Background: an optimization exercise with open tools, aiming at small area, a short achievable clock period and few clock cycles. Do not read the settings as production practice. In this exercise RTL edits were held to simulation tests only and were not proved equivalent to the original. No activity file was given, so power comes from the tool's default toggle rates.

<file path="flow/run.sh">
#!/bin/bash
# synth_recipe.tcl (not shown) runs the flow's synth.tcl, then flattens the netlist and writes it again
# the make line also repeats each setting of config.mk as NAME=value (left out here)
make -C /OpenROAD-flow-scripts/flow DESIGN_CONFIG=/design/flow/config.mk WORK_HOME=/design/flow/orfs CLKGATE_MAP_FILE= SYNTH_SCRIPT=/design/flow/synth_recipe.tcl finish
</file>
<file path="flow/design.v">
module bit_packed_decoder (
    input  wire        clk,
    input  wire        rst,           
    input  wire        wr_en,
    input  wire [4:0]  wr_idx,
    input  wire [63:0] wr_data,
    output wire        wr_ready,
    input  wire [4:0]  rd_idx,
    output reg  [63:0] rd_data,
    output wire        mem_req,
    output wire [31:0] mem_addr,
    input  wire        mem_ack,
    input  wire [31:0] mem_rdata,
    input  wire        mem_err
);
    localparam [4:0] R_CMD    = 5'd0;
    localparam [4:0] R_STATUS = 5'd1;
    localparam [4:0] R_ARG0   = 5'd2;
    localparam [4:0] R_ARG1   = 5'd3;
    localparam [4:0] R_BASE   = 5'd4;
    localparam [4:0] R_TOTAL  = 5'd5;
    localparam [4:0] R_RES0   = 5'd6;
    localparam [4:0] R_RES1   = 5'd7;
    localparam [4:0] R_PARAM  = 5'd8;
    localparam [4:0] R_BLOCKN = 5'd9;
    localparam [63:0] PARAM_VAL  = 64'h0000_0000_0120_2020;
    localparam [63:0] BLOCKN_VAL = 64'd1024;
    localparam [3:0] OP_UNPACK  = 4'h1;
    localparam [3:0] OP_LOCATE  = 4'h2;
    localparam [3:0] OP_CHUNKAT = 4'h3;
    localparam [3:0] OP_GET     = 4'h4;
    localparam [2:0] E_NONE    = 3'd0;
    localparam [2:0] E_INDEX   = 3'd1;
    localparam [2:0] E_ILLEGAL = 3'd3;
    localparam [2:0] E_ADDR    = 3'd4;
    localparam [2:0] E_BUS     = 3'd5;
    reg [63:0] cmd_q, arg0_q, arg1_q, base_q, total_q;
    reg [53:0] res0_q;       
    reg [10:0] res1_q;       
    reg        busy_q, done_q;
    reg [2:0]  err_q;
    reg [31:0] a_q;
    reg [4:0]  biw_q;
    reg        span_q;       
    reg        second_q;     
    reg [31:1] w0_q;         
    assign wr_ready = !(wr_idx == R_CMD && busy_q);
    wire accept = wr_en && wr_idx == R_CMD && !busy_q;
    always @(*) begin
        case (rd_idx)
            R_CMD:    rd_data = cmd_q;
            R_STATUS: rd_data = {56'd0, 1'b0, err_q, 2'b00, done_q, busy_q};
            R_ARG0:   rd_data = arg0_q;
            R_ARG1:   rd_data = arg1_q;
            R_BASE:   rd_data = base_q;
            R_TOTAL:  rd_data = total_q;
            R_RES0:   rd_data = {10'd0, res0_q};
            R_RES1:   rd_data = {53'd0, res1_q};
            R_PARAM:  rd_data = PARAM_VAL;
            R_BLOCKN: rd_data = BLOCKN_VAL;
            default:  rd_data = 64'd0;
        endcase
    end
    wire [3:0] op = wr_data[3:0];
    wire       u  = wr_data[7];
    wire [7:0] w  = wr_data[15:8];
    wire [5:0] w6 = wr_data[13:8];
    wire w_ok    = (w >= 8'd1) && (w <= 8'd32);
    wire illegal = (wr_data[6:4] != 3'd0) || (wr_data[63:16] != 48'd0) ||
                   !((op == OP_LOCATE) ||
                     ((op == OP_UNPACK || op == OP_CHUNKAT || op == OP_GET) && w_ok));
    wire ge_total = (arg0_q >= total_q);
    wire ge_n     = (arg0_q[63:10] != 54'd0);
    wire ck_idx   = ({arg0_q, 10'd0} >= {10'd0, total_q});
    reg idx_err;
    always @(*) begin
        case (op)
            OP_UNPACK:  idx_err = !u && ge_n;
            OP_LOCATE:  idx_err = !u && ge_total;
            OP_GET:     idx_err = !u && ge_total;
            OP_CHUNKAT: idx_err = !u && ck_idx;
            default:    idx_err = 1'b0;
        endcase
    end
    wire        a0_big = (arg0_q[63:37] != 27'd0);
    wire [42:0] prod   = arg0_q[36:0] * w6;
    wire [63:0] chunk  = (op == OP_UNPACK) ? arg1_q : base_q;
    wire [38:0] a0_sum = {7'd0, chunk[31:0]} + {1'b0, prod[42:5]};
    wire [4:0]  biw    = prod[4:0];
    wire        span   = ({1'b0, biw} + w6) > 6'd32;
    wire        rd_err = (chunk[63:32] != 32'd0) || a0_big || (a0_sum[38:32] != 7'd0) ||
                         (span && a0_sum[31:0] == 32'hFFFF_FFFF);
    wire [32:0] ck_addr = {1'b0, base_q[31:0]} + {1'b0, prod[26:0], 5'd0};
    wire [33:0] ck_last = {1'b0, ck_addr} + {23'd0, w6, 5'd0} - 34'd1;
    wire        ck_err  = (base_q[63:32] != 32'd0) || a0_big || (prod[42:27] != 16'd0) ||
                          (ck_last[33:32] != 2'd0);
    wire [5:0]  pw    = cmd_q[13:8];
    wire [31:0] w0    = second_q ? {w0_q, 1'b0} : mem_rdata;
    wire [63:0] pair  = {mem_rdata, w0} >> biw_q;
    wire [31:0] fmask = (pw == 6'd32) ? 32'hFFFF_FFFF : ((32'd1 << pw) - 32'd1);
    wire [31:0] value = pair[31:0] & fmask;
    assign mem_req  = busy_q;
    assign mem_addr = a_q;
    always @(posedge clk) begin
        if (rst) begin
            cmd_q    <= 64'd0;
            arg0_q   <= 64'd0;
            arg1_q   <= 64'd0;
            base_q   <= 64'd0;
            total_q  <= 64'd0;
            res0_q   <= 54'd0;
            res1_q   <= 11'd0;
            busy_q   <= 1'b0;
            done_q   <= 1'b0;
            err_q    <= E_NONE;
            second_q <= 1'b0;
        end else begin
            if (wr_en) begin
                case (wr_idx)
                    R_ARG0:  arg0_q  <= wr_data;
                    R_ARG1:  arg1_q  <= wr_data;
                    R_BASE:  base_q  <= wr_data;
                    R_TOTAL: total_q <= wr_data;
                    default: ;
                endcase
            end
            if (accept) begin
                cmd_q  <= wr_data;
                done_q <= 1'b1;
                err_q  <= E_NONE;
                if (illegal) begin
                    err_q <= E_ILLEGAL;
                end else if (idx_err) begin
                    err_q <= E_INDEX;
                end else if (op == OP_LOCATE) begin
                    res0_q <= arg0_q[63:10];
                    res1_q <= {1'b0, arg0_q[9:0]};
                end else if (op == OP_CHUNKAT) begin
                    if (ck_err) begin
                        err_q <= E_ADDR;
                    end else begin
                        res0_q <= {22'd0, ck_addr[31:0]};
                        res1_q <= {w6, 5'd0};
                    end
                end else if (rd_err) begin
                    err_q <= E_ADDR;
                end else begin
                    done_q   <= 1'b0;
                    busy_q   <= 1'b1;
                    second_q <= 1'b0;
                    a_q      <= a0_sum[31:0];
                    biw_q    <= biw;
                    span_q   <= span;
                end
            end else if (busy_q && mem_ack) begin
                if (mem_err) begin
                    err_q  <= E_BUS;
                    done_q <= 1'b1;
                    busy_q <= 1'b0;
                end else if (span_q && !second_q) begin
                    w0_q     <= mem_rdata[31:1];
                    a_q      <= a_q + 32'd1;
                    second_q <= 1'b1;
                end else begin
                    res0_q <= {22'd0, value};
                    res1_q <= {10'd0, second_q};
                    done_q <= 1'b1;
                    busy_q <= 1'b0;
                end
            end
        end
    end
endmodule
</file>
<file path="flow/constraint.sdc">
create_clock -name core_clock -period 12.0 [get_ports {clk}]
set_input_delay 2.4000 -clock core_clock [delete_from_list [all_inputs] [get_ports {clk}]]
set_output_delay 2.4000 -clock core_clock [all_outputs]
set_load 0.01 [all_outputs]
</file>
<file path="flow/config.mk">
export PLATFORM = sky130hd
export DESIGN_NAME = bit_packed_decoder
export DESIGN_NICKNAME = bit_packed_decoder
export VERILOG_FILES = /design/flow/design.v
export SDC_FILE = /design/flow/constraint.sdc
export NUM_CORES = 4
export LEC_CHECK = 0
export CAP_MARGIN = 20
export CORE_MARGIN = 2
export CORE_UTILIZATION = 40
export SLEW_MARGIN = 20
</file>
==> run summary, run 1 <==
In this run, CTS created clock tree buffers numbering 55. The largest individual stage delay along the critical path comes from the cell clkdlybuf4s50_1. Dividing the final minimum period by the clock period gives 0.951.

The number of pins with negative max-slew slack in the final report came out at 0. The relative area change from synthesis to final layout is 13.5%. The number of placement rows came out at 113. The post-synthesis sequential area ratio is 0.259. The launching point of the worst reg2reg path is arg0_q[4]. For this run, the total global-route usage over all layers was measured as 0.310. The share of final-layout standard cells stronger than drive strength 1 came out at 0.0693. The library cell used most frequently in the layout, excluding fill and tap cells, is nand2_1. The number of nets in the layout came out at 5438. Setup violations remaining at the end of the flow were counted as 0.

The largest single stage delay on the critical path is 0.94 ns. The depth of the CTS H-tree is 2. The detail route stage leaves a number of antenna-violating nets equal to 0.

The worst setup path is launched from an input port. For the worst setup path, the data arrival time is 11.92 ns. The die is 313 µm tall. The tree is rooted in a clkbuf_16. Hold repair after CTS inserted 0 buffers. The full die area is 98100 µm². Routability-driven placement finished with a final weighted congestion of 0.980. The initial core utilization is 0.403. By area the synthesized netlist is led by dfxtp_1 20%, nand2_1 10%, ha_1 8.7%, a21oi_1 7.6%, fa_1 7.5%. The hold violation count in the final report is 0. The fmax is 87.6 MHz. The wire length after detailed routing is 157000 µm.

The number of antenna violations at the first check in global routing is 17. The mean instance size in the synthesized netlist is 7.80 µm². In this design, the critical path's most frequently occurring cell is a21o_1. The category of the worst setup path capture point is a register.

The ratio of routed vias to standard cells came out at 6.09. The pin count of the biggest net entering global routing came out at 106. Leaving out fill and tap cells, the most frequent cells in the layout are 1018 x nand2_1, 580 x a21oi_1, 391 x dfxtp_1, 265 x ha_1, 257 x inv_1. The worst register-to-register path ends at res0_q[7]. The post-synthesis async set-or-reset flop share is 0. The worst endpoint required time came out at 12.50 ns.

For this run, the number of Yosys warnings is 1. 209 I/O pins were placed. In this run the worst setup path begins at wr_data[10]. The overall power is 3.78 mW. The worst IR drop on VDD came out at 0.115 mV. The sum of net half-perimeters after detailed placement is 114000 µm. Clock-pin slew was measured on the worst setup and hold paths at 0.06 ns. The number of post-CTS setup repair buffers is 0.

TritonCTS built the clock tree. The clock tree skew after final layout is 0.0459 ns. The top cell type's share of synthesized area came out at 0.205.

In this run the worst path has a maximum fanout of 32. The number of instances in the synthesized netlist came out at 4906. Summed over all cells, the static leakage comes to 17.2 nW. The number of clock sinks came out at 460. The first-pass GRT wire length is 232000 µm. In this run, distinct cell masters in the synthesized netlist total 88.

The total area inside the core boundary comes to 94900 µm². The via count is 37900. The worst reg2reg path depth came out at 33. Post-CTS repair changed the size of 0 cells.

In this run the power density over the cells is 87.0 nW/µm². The slew at the pin with the worst max-slew slack is 1.11 ns. The flow ran to the end and the layout has no timing, DRC or antenna violations.

The DRC violation total after the first TritonRoute iteration is 4651. The worst hold slack is 0.455 ns. Setup repair after global routing left no endpoint under its margin. The accumulated negative setup slack came out at 0 ns.

The leading register cell type out of synthesis is dfxtp_1. The register bit count reported by yosys came out at 460. The total congestion overflow is 0. The number of buffer cells added on primary ports is 208. The post-synth design cell area is 38300 µm². The number of violations of the max-capacitance limit came out at 0. In this run the worst hold path is classified as reg -> reg. The number of nets in the synthesized netlist is 5426. Counting along the longest clock path gives a buffer depth of 3. The clock period minus worst slack is 11.42 ns. The via count of the first global-routing pass is 35500. The horizontal die dimension came out at 313 µm.

The detailed-router iteration count before antenna repair came out at 6. The reg-to-reg setup timing slack is 2.39 ns. The number of enable flip-flop cells after synthesis came out at 69. The post-route DRC violation count is 0. The routed length per placed instance came out at 25.2 µm. The max-slew headroom at the worst pin is 0.262.

The capture point of the worst path is res0_q[7]. The most area-hungry cell type in the Yosys netlist is dfxtp_1. The clock latency reported for the late side of the worst-skew pair is 0.67 ns. The type of the worst setup path is in -> reg.
[power by group]
| group | switching, mW | internal (mW) |
|---|---|---|
| combinational | 0.259 | 0.136 |
| clock | 0.748 | 1.05 |
| sequential | 0.0127 | 1.57 |
| total | 1.02 | 2.76 |
[worst min path at each step]
stage	start	to	slack, ns	cells after the start
detailed placement	cmd_q[56]	cmd_q[56]	0.45	2
CTS	cmd_q[56]	cmd_q[56]	0.46	2
global placement	cmd_q[19]	cmd_q[19]	0.44	2
finish	cmd_q[2]	cmd_q[2]	0.45	2
global route	cmd_q[56]	cmd_q[56]	0.47	2
floorplan	res1_q[10]	res1_q[10]	0.43	1
[state kept, by name, summed over array words and instances, names as in the netlist]
name / count
arg0_q: 64
arg1_q: 64
base_q: 64
cmd_q: 64
total_q: 64
res0_q: 54
a_q: 32
w0_q: 31
res1_q: 11
biw_q: 5
err_q: 3
busy_q: 1
done_q: 1
second_q: 1
span_q: 1
[metal layers]
metal	vias up	global-route usage	share of wire
met3	392	0.0651	0.10
met1	18200	0.428	0.42
met4	24	0.132	0.050
met5	-	0	0.0010
met2	2020	0.467	0.43
li1	17300	-	-
[final cells by class]
cell class / instances / area, µm²
timing repair buffer: 307 / 2840
fill: 9413 / 51500
antenna: 6 / 15.0
tap: 1265 / 1580
clock buffer: 76 / 1570
multi-input combinational: 3836 / 26200
sequential: 460 / 9900
inverter: 258 / 968
clock inverter: 27 / 370
[stage by stage]
step	utilization	cells	setup WS, ns	instance area, µm²
after floorplan	-	4906	1.38	38300
final	0.458	6235	0.583	43400
after global placement	0.437	6126	0.148	41400
after CTS	0.457	6229	0.676	43400
after detailed placement	0.437	6126	0.0672	41500
after global routing	0.457	6229	0.145	43400
[cell usage after synthesis (9+ instances only)]
master       n
mux2i_1     65
nand2b_1    16
o31ai_1     14
or3_1        9
and2_1     152
a211o_1     11
xnor2_1     87
a31oi_1     25
or4_1        9
nor2_1     176
xor2_1      46
o21a_1      19
mux2_2      56
buf_1       37
or2_2       10
nor3_1      51
a221oi_1    15
a22o_1      30
o21ai_0    194
mux4_2      46
a21o_1      84
a222oi_1    17
o21bai_1    23
nor2b_1     20
and3_1      25
nand3_1    130
fa_1       144
inv_1      257
nand4_1     75
nor4_1      62
a211oi_1    49
a21oi_1    580
o211ai_1    39
dfxtp_1    391
edfxtp_1    69
nand2_1   1020
clkbuf_1   309
a22oi_1    165
ha_1       265
[critical path, delay by kind of cell]
family	cells	cell delay, ns
AOI/OAI and AO/OA	17	3.42
xor gates and xnor gates	3	0.68
adders and majority gates	6	2.41
buffers and inverters	3	1.48
and+or+nand+nor	7	1.49
[cells by family after synthesis]
kind of cell | after synthesis | share of synthesized area
flops | 460 | 0.259
buf+inv | 610 | 0.0603
simple gates | 1790 | 0.211
fa+ha+maj | 409 | 0.162
mux | 167 | 0.0606
compound gates | 1337 | 0.216
xor+xnor | 133 | 0.0304
Testbench counts, summed over its fixed seeds: cycles 9,680.
==> inputs of run 2 (changes only) <==
--- a/flow/design.v
+++ b/flow/design.v
@@ -84,14 +84,19 @@
     end
-    wire        a0_big = (arg0_q[63:37] != 27'd0);
-    wire [42:0] prod   = arg0_q[36:0] * w6;
-    wire [63:0] chunk  = (op == OP_UNPACK) ? arg1_q : base_q;
-    wire [38:0] a0_sum = {7'd0, chunk[31:0]} + {1'b0, prod[42:5]};
-    wire [4:0]  biw    = prod[4:0];
+    wire        ck     = (op == OP_CHUNKAT);
+    wire [63:0] x      = (op == OP_UNPACK) ? arg1_q : base_q;
+    wire        m_big  = ck ? (arg0_q[63:27] != 37'd0) : (arg0_q[63:37] != 27'd0);
+    wire [36:0] m      = ck ? {arg0_q[26:0], 10'd0} : arg0_q[36:0];
+    wire [42:0] pp0 = {6'd0, w6[0] ? m : 37'd0} | {1'b0, w6[5] ? m : 37'd0, 5'd0};
+    wire [42:0] pp1 = {5'd0, w6[1] ? m : 37'd0, 1'd0};
+    wire [42:0] pp2 = {4'd0, w6[2] ? m : 37'd0, 2'd0};
+    wire [42:0] pp3 = {3'd0, w6[3] ? m : 37'd0, 3'd0};
+    wire [42:0] pp4 = {2'd0, w6[4] ? m : 37'd0, 4'd0};
+    wire [43:0] t   = {7'd0, x[31:0], 5'd0} + pp0 + pp1 + pp2 + pp3 + pp4;
+    wire [31:0] addr   = t[36:5];
+    wire [4:0]  biw    = t[4:0];
     wire        span   = ({1'b0, biw} + w6) > 6'd32;
-    wire        rd_err = (chunk[63:32] != 32'd0) || a0_big || (a0_sum[38:32] != 7'd0) ||
-                         (span && a0_sum[31:0] == 32'hFFFF_FFFF);
-    wire [32:0] ck_addr = {1'b0, base_q[31:0]} + {1'b0, prod[26:0], 5'd0};
-    wire [33:0] ck_last = {1'b0, ck_addr} + {23'd0, w6, 5'd0} - 34'd1;
-    wire        ck_err  = (base_q[63:32] != 32'd0) || a0_big || (prod[42:27] != 16'd0) ||
-                          (ck_last[33:32] != 2'd0);
+    wire        a_ovf  = (x[63:32] != 32'd0) || m_big || (t[43:37] != 7'd0);
+    wire        rd_err = a_ovf || (span && addr == 32'hFFFF_FFFF);
+    wire [6:0]  ck_tail = {1'b0, addr[10:5]} + {1'b0, w6} + {6'd0, (base_q[4:0] != 5'd0)};
+    wire        ck_err  = a_ovf || (&addr[31:11] && ck_tail > 7'd64);
     wire [5:0]  pw    = cmd_q[13:8];
@@ -127,5 +132,9 @@
             if (accept) begin
-                cmd_q  <= wr_data;
-                done_q <= 1'b1;
-                err_q  <= E_NONE;
+                cmd_q    <= wr_data;
+                done_q   <= 1'b1;
+                err_q    <= E_NONE;
+                second_q <= 1'b0;
+                a_q      <= addr;
+                biw_q    <= biw;
+                span_q   <= span;
                 if (illegal) begin
@@ -141,3 +150,3 @@
                     end else begin
-                        res0_q <= {22'd0, ck_addr[31:0]};
+                        res0_q <= {22'd0, addr};
                         res1_q <= {w6, 5'd0};
@@ -149,6 +158,2 @@
                     busy_q   <= 1'b1;
-                    second_q <= 1'b0;
-                    a_q      <= a0_sum[31:0];
-                    biw_q    <= biw;
-                    span_q   <= span;
                 end
==> run summary, run 2 <==
The worst reg2reg path depth is 28 (was 33). The boundary pin count is 209 (unchanged). Largest cells by area after synthesis: dfxtp_1 22%, nand2_1 12%, fa_1 8.1%, a21oi_1 6.6%, ha_1 6.4% (was dfxtp_1 20%, nand2_1 10%, ha_1 8.7%, a21oi_1 7.6%, fa_1 7.5%). The number of antenna violations at the first check in global routing is 11 (was 17).

The CTS buffer count is 53 (was 55). The routed length per placed instance came out at 25.0 µm (was 25.2 µm). The number of post-CTS setup repair buffers came to 0 (unchanged). The ratio of routed vias to standard cells is 6.09 (about the same). The horizontal die dimension came to 303 µm (was 313 µm). The DRC violation total after the first TritonRoute iteration came to 4637 (was 4651).

The number of nets in the synthesized netlist came to 5026 (was 5426). The number of buffer cells added on primary ports came out at 208 (unchanged). The depth of the CTS H-tree came out at 2 (unchanged). The register bit count reported by yosys came out at 460 (unchanged).

The leading register cell type out of synthesis is dfxtp_1 (unchanged). The wire length after detailed routing came out at 145000 µm (was 157000 µm). The part of the total power dissipated in combinational logic is 0.101 (was 0.104). The clock tree skew after final layout was 0.0357 ns (was 0.0459 ns). The total congestion overflow came out at 0 (unchanged). The most common cell after layout, fill and taps aside is nand2_1 (unchanged). The first-pass GRT wire length is 216000 µm (was 232000 µm). The fmax is 93.3 MHz (was 87.6 MHz). The final non-filler cell area is 40600 µm² (was 43400 µm²). The count of buffer and inverter cells on the critical path is 4 (was 3). The critical path arrival is 11.19 ns (was 11.92 ns). The worst endpoint required time came out at 12.48 ns (was 12.50 ns).

The capture point of the worst path is res1_q[0] (was res0_q[7]). The share of final-layout standard cells stronger than drive strength 1 was 0.0734 (was 0.0693). The sum of net half-perimeters after detailed placement is 105000 µm (was 114000 µm). The ratio of final minimum period to clock period came out at 0.893 (was 0.951). The share of total power consumed by net switching is 0.272 (was 0.270).

The slew at the pin with the worst max-slew slack came out at 1.12 ns (was 1.11 ns). The pin count of the biggest net entering global routing is 98 (was 106). The number of pins with negative max-slew slack in the final report came to 0 (unchanged). The die outline height was 303 µm (was 313 µm). The post-synthesis async set-or-reset flop share came out at 0 (unchanged).

The number of violations of the max-capacitance limit is 0 (unchanged). The type of the worst setup path is in -> reg (unchanged). The hold violation count in the final report is 0 (unchanged). The number of enable flip-flop cells after synthesis was 69 (unchanged). The buffer type at the clock tree root is clkbuf_16 (unchanged). The worst IR drop on VDD is 0.108 mV (was 0.115 mV). The top cell type's share of synthesized area came out at 0.219 (was 0.205). The area after detailed placement is 38800 µm² (was 41500 µm²).

The power dissipated by switching net loads is 0.990 mW (was 1.02 mW). The ratio of total power to cell area is 89.6 nW/µm² (was 87.0 nW/µm²). The number of placement rows is 109 (was 113).

The maximum fanout along the worst path is 50 (was 32). The via count came out at 35400 (was 37900). The sequential share of power came to 0.434 (was 0.419). The overall power is 3.64 mW (was 3.78 mW). RSZ-0062 raised after global routing: no (unchanged). The final number of setup-violating endpoints came to 0 (unchanged). The most frequent cell after synthesis is nand2_1 (unchanged). The number of logic stages on the critical path including buffering is 26 (was 36).

Most frequent cells in the layout: 1102 x nand2_1, 472 x a21oi_1, 391 x dfxtp_1, 260 x inv_1, 201 x clkdlybuf4s50_1 (was 1018 x nand2_1, 580 x a21oi_1, 391 x dfxtp_1, 265 x ha_1, 257 x inv_1). The accumulated negative setup slack came out at 0 ns (unchanged). The highest-delay cell along the critical path was o21ai_0 (was clkdlybuf4s50_1).

The worst hold slack came out at 0.454 ns (was 0.455 ns). Run status: timing/DRC/antenna clean (unchanged). The routability congestion estimate is 0.980 (about the same). The via count of the first global-routing pass came out at 33000 (was 35500). The worst stage delay on the critical path was 0.87 ns (was 0.94 ns). The post-route DRC violation count is 0 (unchanged). The total internal power came to 2.65 mW (was 2.76 mW). The CTS clock-pin slew for the worst setup and hold paths is 0.06 ns (about the same). The category of the worst setup path capture point is a register (unchanged).

The CTS tree was built (unchanged). The clock period minus worst slack was 10.71 ns (was 11.42 ns). The launching point of the worst reg2reg path is arg0_q[6] (was arg0_q[4]).

The number of clock sinks came out at 460 (unchanged). The number of nets in the layout is 5041 (was 5438). The yosys synthesis warning count is 1 (unchanged). The cell type group with the largest total delay on the critical path is compound AO/OA/AOI/OAI gates (unchanged). The initial core utilization came out at 0.404 (was 0.403). The launching instance or port of the critical path is wr_data[2] (was wr_data[10]). The detailed-router iteration count before antenna repair was 27 (was 6).

The class of the tightest hold or removal check is reg -> reg (unchanged). The post-synth design cell area came out at 35800 µm² (was 38300 µm²). The area of the core came to 88500 µm² (was 94900 µm²).

The antenna violation net count after detailed routing is 0 (unchanged). The hold buffer count at CTS was 0 (unchanged). The total global routing track utilization is 0.310 (about the same). The reg-to-reg setup timing slack is 3.86 ns (was 2.39 ns).

The unique cell type count in the Yosys netlist came to 94 (was 88). The launching element type of the critical path is an input port (unchanged). The max-slew headroom at the worst pin came to 0.251 (was 0.262).

The worst-case clock buffer depth is 3 (unchanged). The post-synthesis sequential area ratio is 0.277 (was 0.259). The number of instances in the synthesized netlist is 4588 (was 4906). The relative area change from synthesis to final layout came out at 13.7% (was 13.5%). The post-CTS resize count came out at 0 (unchanged). The reg-to-reg endpoint is res1_q[0] (was res0_q[7]).

Commonest cells post-synth: 1104 x nand2_1, 472 x a21oi_1, 391 x dfxtp_1 (was 1020 x nand2_1, 580 x a21oi_1, 391 x dfxtp_1). The mean instance size in the synthesized netlist came to 7.79 µm² (was 7.80 µm²). The power share of the clock group came to 0.465 (was 0.477). The full die area came out at 91800 µm² (was 98100 µm²). The most area-hungry cell type in the Yosys netlist is dfxtp_1 (unchanged).

The cell leakage power was 15.4 nW (was 17.2 nW). The clock latency reported for the late side of the worst-skew pair is 0.65 ns (was 0.67 ns).
## run 2: cell type report
cell class	instances	area [µm²]
clock buffer	67	1430
antenna	8	20.0
timing repair buffer	299	2780
clock inverter	31	374
fill	8734	47900
tap	1165	1460
inverter	263	987
sequential	460	9900
multi-input combinational	3526	23700
## run 2: cells by family (layout without fill, tap and decap cells)
| group | Yosys count | count (layout) | synth area share |
|---|---|---|---|
| multiplexers | 184 | 184 | 0.0702 |
| XOR/XNOR | 67 | 67 | 0.0164 |
| AO/OA/AOI/OAI | 1166 | 1166 | 0.206 |
| buffers and inverters | 602 | 660 | 0.0649 |
| adder cells (fa/ha/maj) | 327 | 327 | 0.145 |
| other | 0 | 8 | 0 |
| AND/OR/NAND/NOR | 1782 | 1782 | 0.221 |
| flip-flops | 460 | 460 | 0.277 |
## run 2: through the flow
stage                      util  setup WS [ns]  cells
after floorplan               -           2.40   4588
after global placement    0.438          0.949   5710
after detailed placement  0.438          0.900   5713
after CTS                 0.459           1.53   5811
after global routing      0.459          0.744   5811
final                     0.459           1.29   5819
## run 2: how the worst min path moves through the flow
stage,from,endpoint,slack (ns),cells past startpoint
floorplan,res1_q[10],res1_q[10],0.43,1
global placement,cmd_q[55],cmd_q[55],0.44,2
detailed placement,cmd_q[55],cmd_q[55],0.45,2
CTS,cmd_q[55],cmd_q[55],0.45,2
global route,cmd_q[44],cmd_q[44],0.47,2
finish,cmd_q[48],cmd_q[48],0.45,2
## run 2: power groups by stage
stage / Clock, mW / Sequential [mW] / Combinational, mW
3_3_place_gp: 0 / 1.61 / 0.354
2_1_floorplan: 0 / 1.61 / 0.189
5_1_grt: 1.77 / 1.58 / 0.387
6_report: 1.69 / 1.58 / 0.366
3_5_place_dp: 0 / 1.61 / 0.355
4_1_cts: 1.71 / 1.58 / 0.356
## run 2: routing by layer
layer,vias up,part of all wire,track usage
li1,16200,-,-
met1,17100,0.42,0.428
met2,1873,0.44,0.481
met3,319,0.099,0.0571
met4,10,0.040,0.115
met5,-,0.00044,0
## run 2: worst register-to-register path, delay by kind of cell, from the launching register on
| family | cells | cell delay, ns |
|---|---|---|
| AO/OA/AOI/OAI | 11 | 2.84 |
| XOR/XNOR | 1 | 0.17 |
| adder cells (fa/ha/maj) | 6 | 2.48 |
| buffers and inverters | 5 | 0.59 |
| flip-flops | 1 | 1.00 |
| AND/OR/NAND/NOR | 5 | 0.91 |
Testbench counts of run 2, summed over its fixed seeds: cycles 9,680.
==> inputs of run 3 (changes only) <==
--- a/flow/config.mk
+++ b/flow/config.mk
@@ -7,5 +7,7 @@
 export LEC_CHECK = 0
+export ABC_CLOCK_PERIOD_IN_PS = 5000
 export CAP_MARGIN = 20
 export CORE_MARGIN = 2
-export CORE_UTILIZATION = 40
+export CORE_UTILIZATION = 55
+export SETUP_SLACK_MARGIN = 5
 export SLEW_MARGIN = 20
==> run summary, run 3 <==
The cell leakage power came out at 17.1 nW (was 15.4 nW). The pin count of the biggest net entering global routing came out at 219 (was 98). The relative area change from synthesis to final layout came out at 20.7% (was 13.7%). The number of clock sinks is 460 (unchanged). The register bit count reported by yosys came out at 460 (unchanged). The antenna violation net count after detailed routing came to 0 (unchanged).

The detailed-router iteration count before antenna repair is 9 (was 27). The accumulated negative setup slack came out at 0 ns (unchanged). The depth of the CTS H-tree came out at 2 (unchanged). The number of violations of the max-capacitance limit was 0 (unchanged). The number of antenna violations at the first check in global routing came out at 5 (was 11). The area taken by flip-flops and latches was 9900 µm² (unchanged). The area of the multi-input gates came out at 25100 µm² (was 23700 µm²). The DRC violation total after the first TritonRoute iteration is 5743 (was 4637). Run status: timing/DRC/antenna clean (unchanged).

The boundary pin count came out at 209 (unchanged). The worst-case clock buffer depth is 3 (unchanged). The worst stage delay on the critical path is 0.54 ns (was 0.87 ns). The most area-hungry cell type in the Yosys netlist is dfxtp_1 (unchanged). The final number of setup-violating endpoints came out at 0 (unchanged). The full die area came out at 67100 µm² (was 91800 µm²). The fill cell total of the finished layout was 5495 (was 8734).

The leading register cell type out of synthesis is dfxtp_1 (unchanged). The max-slew headroom at the worst pin is 0.219 (was 0.251). The number of buffer cells added on primary ports came to 208 (unchanged). Largest cells by area after synthesis: dfxtp_1 22%, nand2_1 12%, fa_1 8.1%, a21oi_1 6.6%, ha_1 6.4% (unchanged). The clock period minus worst slack came out at 8.60 ns (was 10.71 ns). The post-route DRC violation count came out at 0 (unchanged).

The number of placement rows came out at 93 (was 109). The parity-gate share of the synthesized area counting xor and xnor cells came to 0.0164 (unchanged). The clock latency reported for the late side of the worst-skew pair came to 0.64 ns (was 0.65 ns).

Most frequent cells in the layout: 1073 x nand2_1, 450 x a21oi_1, 391 x dfxtp_1, 257 x inv_1, 185 x a22oi_1 (was 1102 x nand2_1, 472 x a21oi_1, 391 x dfxtp_1, 260 x inv_1, 201 x clkdlybuf4s50_1). The hold violation count in the final report came to 0 (unchanged). The horizontal die dimension is 259 µm (was 303 µm).

The CTS clock-pin slew for the worst setup and hold paths is 0.06 ns (about the same). The routed length per placed instance came out at 26.7 µm (was 25.0 µm). The maximum fanout along the worst path is 7 (was 50). The slew at the pin with the worst max-slew slack was 1.16 ns (was 1.12 ns). The total congestion overflow is 0 (unchanged). The ratio of total power to cell area is 86.7 nW/µm² (was 89.6 nW/µm²). The share of final-layout standard cells stronger than drive strength 1 came out at 0.134 (was 0.0734). The ratio of routed vias to standard cells is 6.61 (was 6.09). The number of enable flip-flop cells after synthesis came out at 69 (unchanged). The post-synthesis sequential area ratio came out at 0.277 (unchanged).

The wire length after detailed routing is 150000 µm (was 145000 µm). The via count came out at 37100 (was 35400). The via count of the first global-routing pass was 34100 (was 33000). The most common cell after layout, fill and taps aside is nand2_1 (unchanged). The number of nets in the synthesized netlist is 5026 (unchanged). The routability congestion estimate came to 1.02 (was 0.980). The yosys synthesis warning count is 1 (unchanged). The type of the worst setup path is in -> reg (unchanged). The category of the worst setup path capture point is a register (unchanged).

The clock tree skew after final layout was 0.0334 ns (was 0.0357 ns). The post-synthesis async set-or-reset flop share came to 0 (unchanged). The number of instances in the synthesized netlist came to 4588 (unchanged). The mean instance size in the synthesized netlist came out at 7.79 µm² (unchanged). The worst setup slack after placement is 0.976 ns (was 0.900 ns). The buffer type at the clock tree root was clkbuf_16 (unchanged).

The class of the tightest hold or removal check was reg -> reg (unchanged). The unique cell type count in the Yosys netlist was 94 (unchanged). The post-synth design cell area was 35800 µm² (unchanged).

The post-synthesis compound-gate area fraction is 0.206 (unchanged). The critical path arrival is 9.14 ns (was 11.19 ns). The adder and majority cell fraction of the synthesized area came out at 0.145 (unchanged). RSZ-0062 raised after global routing: yes (was no). The CTS buffer count came out at 51 (was 53).

The CTS tree is built (unchanged). The area of the core is 64300 µm² (was 88500 µm²). The share of cell area taken by muxes after synthesis is 0.0702 (unchanged).

The fmax came out at 116 MHz (was 93.3 MHz). The first-pass GRT wire length is 220000 µm (was 216000 µm). The total global routing track utilization is 0.433 (was 0.310). The worst setup slack after layout is 3.40 ns (was 1.29 ns). The top cell type's share of synthesized area is 0.219 (unchanged). The ratio of final minimum period to clock period is 0.717 (was 0.893).

The most frequent cell after synthesis is nand2_1 (unchanged). The highest-delay cell along the critical path is fa_1 (was o21ai_0). The worst IR drop on VDD is 0.105 mV (was 0.108 mV). The initial core utilization was 0.556 (was 0.404). The number of nets in the layout is 5152 (was 5041). The number of pins with negative max-slew slack in the final report came out at 0 (unchanged).

The largest family of logic cells by synthesized area is simple AND/OR/NAND/NOR gates (unchanged). The worst endpoint required time is 12.54 ns (was 12.48 ns). The launching element type of the critical path is an input port (unchanged). The die outline height was 259 µm (was 303 µm). Commonest cells post-synth: 1104 x nand2_1, 472 x a21oi_1, 391 x dfxtp_1 (unchanged).

The simple-gate share of the synthesized area came out at 0.221 (unchanged). The sum of net half-perimeters after detailed placement is 100000 µm (was 105000 µm).
run 3: cell count changes in the layout (fill, tap and decap cells not counted), sizes merged, moves of 3 or more:
cell | before | now
clkinvlp | 6 | 3
clkbuf | 67 | 79
clkinv | 21 | 11
clkdlybuf4s50 | 201 | 141
diode | 8 | 4
buf | 98 | 205
bufbuf | 0 | 3
dlymetal6s2s | 0 | 32
nor2 | 172 | 175
dlygate4sd2 | 0 | 18
run 3: worst paths after layout:
check | startpoint | to | slack (ns) | cells past startpoint
min | cmd_q[57] | cmd_q[57] | 0.45 | 2
min reg2reg | cmd_q[57] | cmd_q[57] | 0.45 | 2
max | wr_data[0] | res0_q[13] | 3.40 | 32
max reg2reg | arg0_q[4] | res0_q[13] | 5.07 | 29
run 3: per-stage QoR:
| stage | instance area [µm²] | power (mW) | utilization | std cells | hold slack, ns |
|---|---|---|---|---|---|
| floorplan | 36000 | 1.80 | - | 4588 | 0.426 |
| global route | 43200 | 3.81 | 0.671 | 5611 | 0.469 |
| CTS | 42500 | 3.71 | 0.660 | 5572 | 0.455 |
| global placement | 38400 | 1.96 | 0.597 | 5382 | 0.442 |
| detailed placement | 38400 | 1.97 | 0.597 | 5382 | 0.446 |
| finish | 43200 | 3.74 | 0.671 | 5615 | 0.455 |
run 3: logic make-up after synthesis:
family                     Yosys count
muxes                              184
xor gates and xnor gates            67
adders and majority gates          327
AOI/OAI and AO/OA                 1166
buffers and inverters              602
DFF                                460
and+or+nand+nor                   1782
run 3: layout make-up:
type,instances,share of cell area
timing repair buffer,405,0.0975
multi-input combinational,3533,0.583
tap,855,0.0248
clock buffer,75,0.0352
clock inverter,20,0.00751
inverter,263,0.0229
sequential,460,0.229
antenna,4,0.000232
run 3: layer usage:
layer,track usage,share of wire,vias up,routed length [µm]
met1,0.569,0.38,17700,57000
li1,-,-,16400,-
met4,0.251,0.069,2,10400
met5,0,0.000067,-,10
met2,0.640,0.43,2433,63900
met3,0.118,0.12,538,18700
run 3: what timing repair did:
item                                    4_1_cts  5_1_grt
buffers inserted                             77       37
hold buffers                                  0        0
resized for setup                           335       97
pin swaps                                   116       65
gates cloned                                 18        2
endpoints found under the setup margin      158      127
run 3: critical path, delay by kind of cell:
| kind | cells | cell delay (ns) |
|---|---|---|
| adder cells (fa/ha/maj) | 5 | 2.35 |
| AO/OA/AOI/OAI | 10 | 1.82 |
| buffers and inverters | 10 | 1.16 |
| AND/OR/NAND/NOR | 5 | 0.91 |
| multiplexers | 1 | 0.37 |
| XOR/XNOR | 1 | 0.08 |
run 3: where the power goes:
| part | leakage [nW] | internal, mW | total, mW | switching (mW) |
|---|---|---|---|---|
| Clock | 0.895 | 1.02 | 1.74 | 0.725 |
| Combinational | 12.4 | 0.151 | 0.421 | 0.270 |
| Sequential | 3.78 | 1.57 | 1.58 | 0.0124 |

==> what the ideal ports hide <==
Ports are ideal in the flow. The routed layouts listed here were re-timed in OpenROAD. Step 1: set_driving_cell puts a clkbuf_16 on clk and a buf_2 on each other input, an assumption about the parent block. Step 2 moves the port delays by t, midway between the first and last clock arrival at a register: inputs arrive t later, outputs are due t later. That takes back most of the time a late clock gives input paths. Slacks: no drivers / after step 1 / after step 2; pairs: no drivers / after step 1.
run | t, ns | setup WS [ns] | hold WS [ns] | worst setup path at the end | worst register clock-pin slew, ns
run 1 | 0.724 | 0.583 / 0.630 / -0.094 | 0.455 / 0.455 / 0.455 | input to register | 0.07 / 0.07
run 2 | 0.709 | 1.287 / 1.337 / 0.628 | 0.454 / 0.454 / 0.454 | input to register | 0.07 / 0.07
run 3 | 0.691 | 3.400 / 3.399 / 2.708 | 0.455 / 0.455 / 0.455 | input to register | 0.07 / 0.07
Met with ideal ports but missed after step 2: setup timing in run 1. For run 3, which loses most, drivers alone change the setup slack by -0.001 ns; drivers and shift together by -0.692 ns.
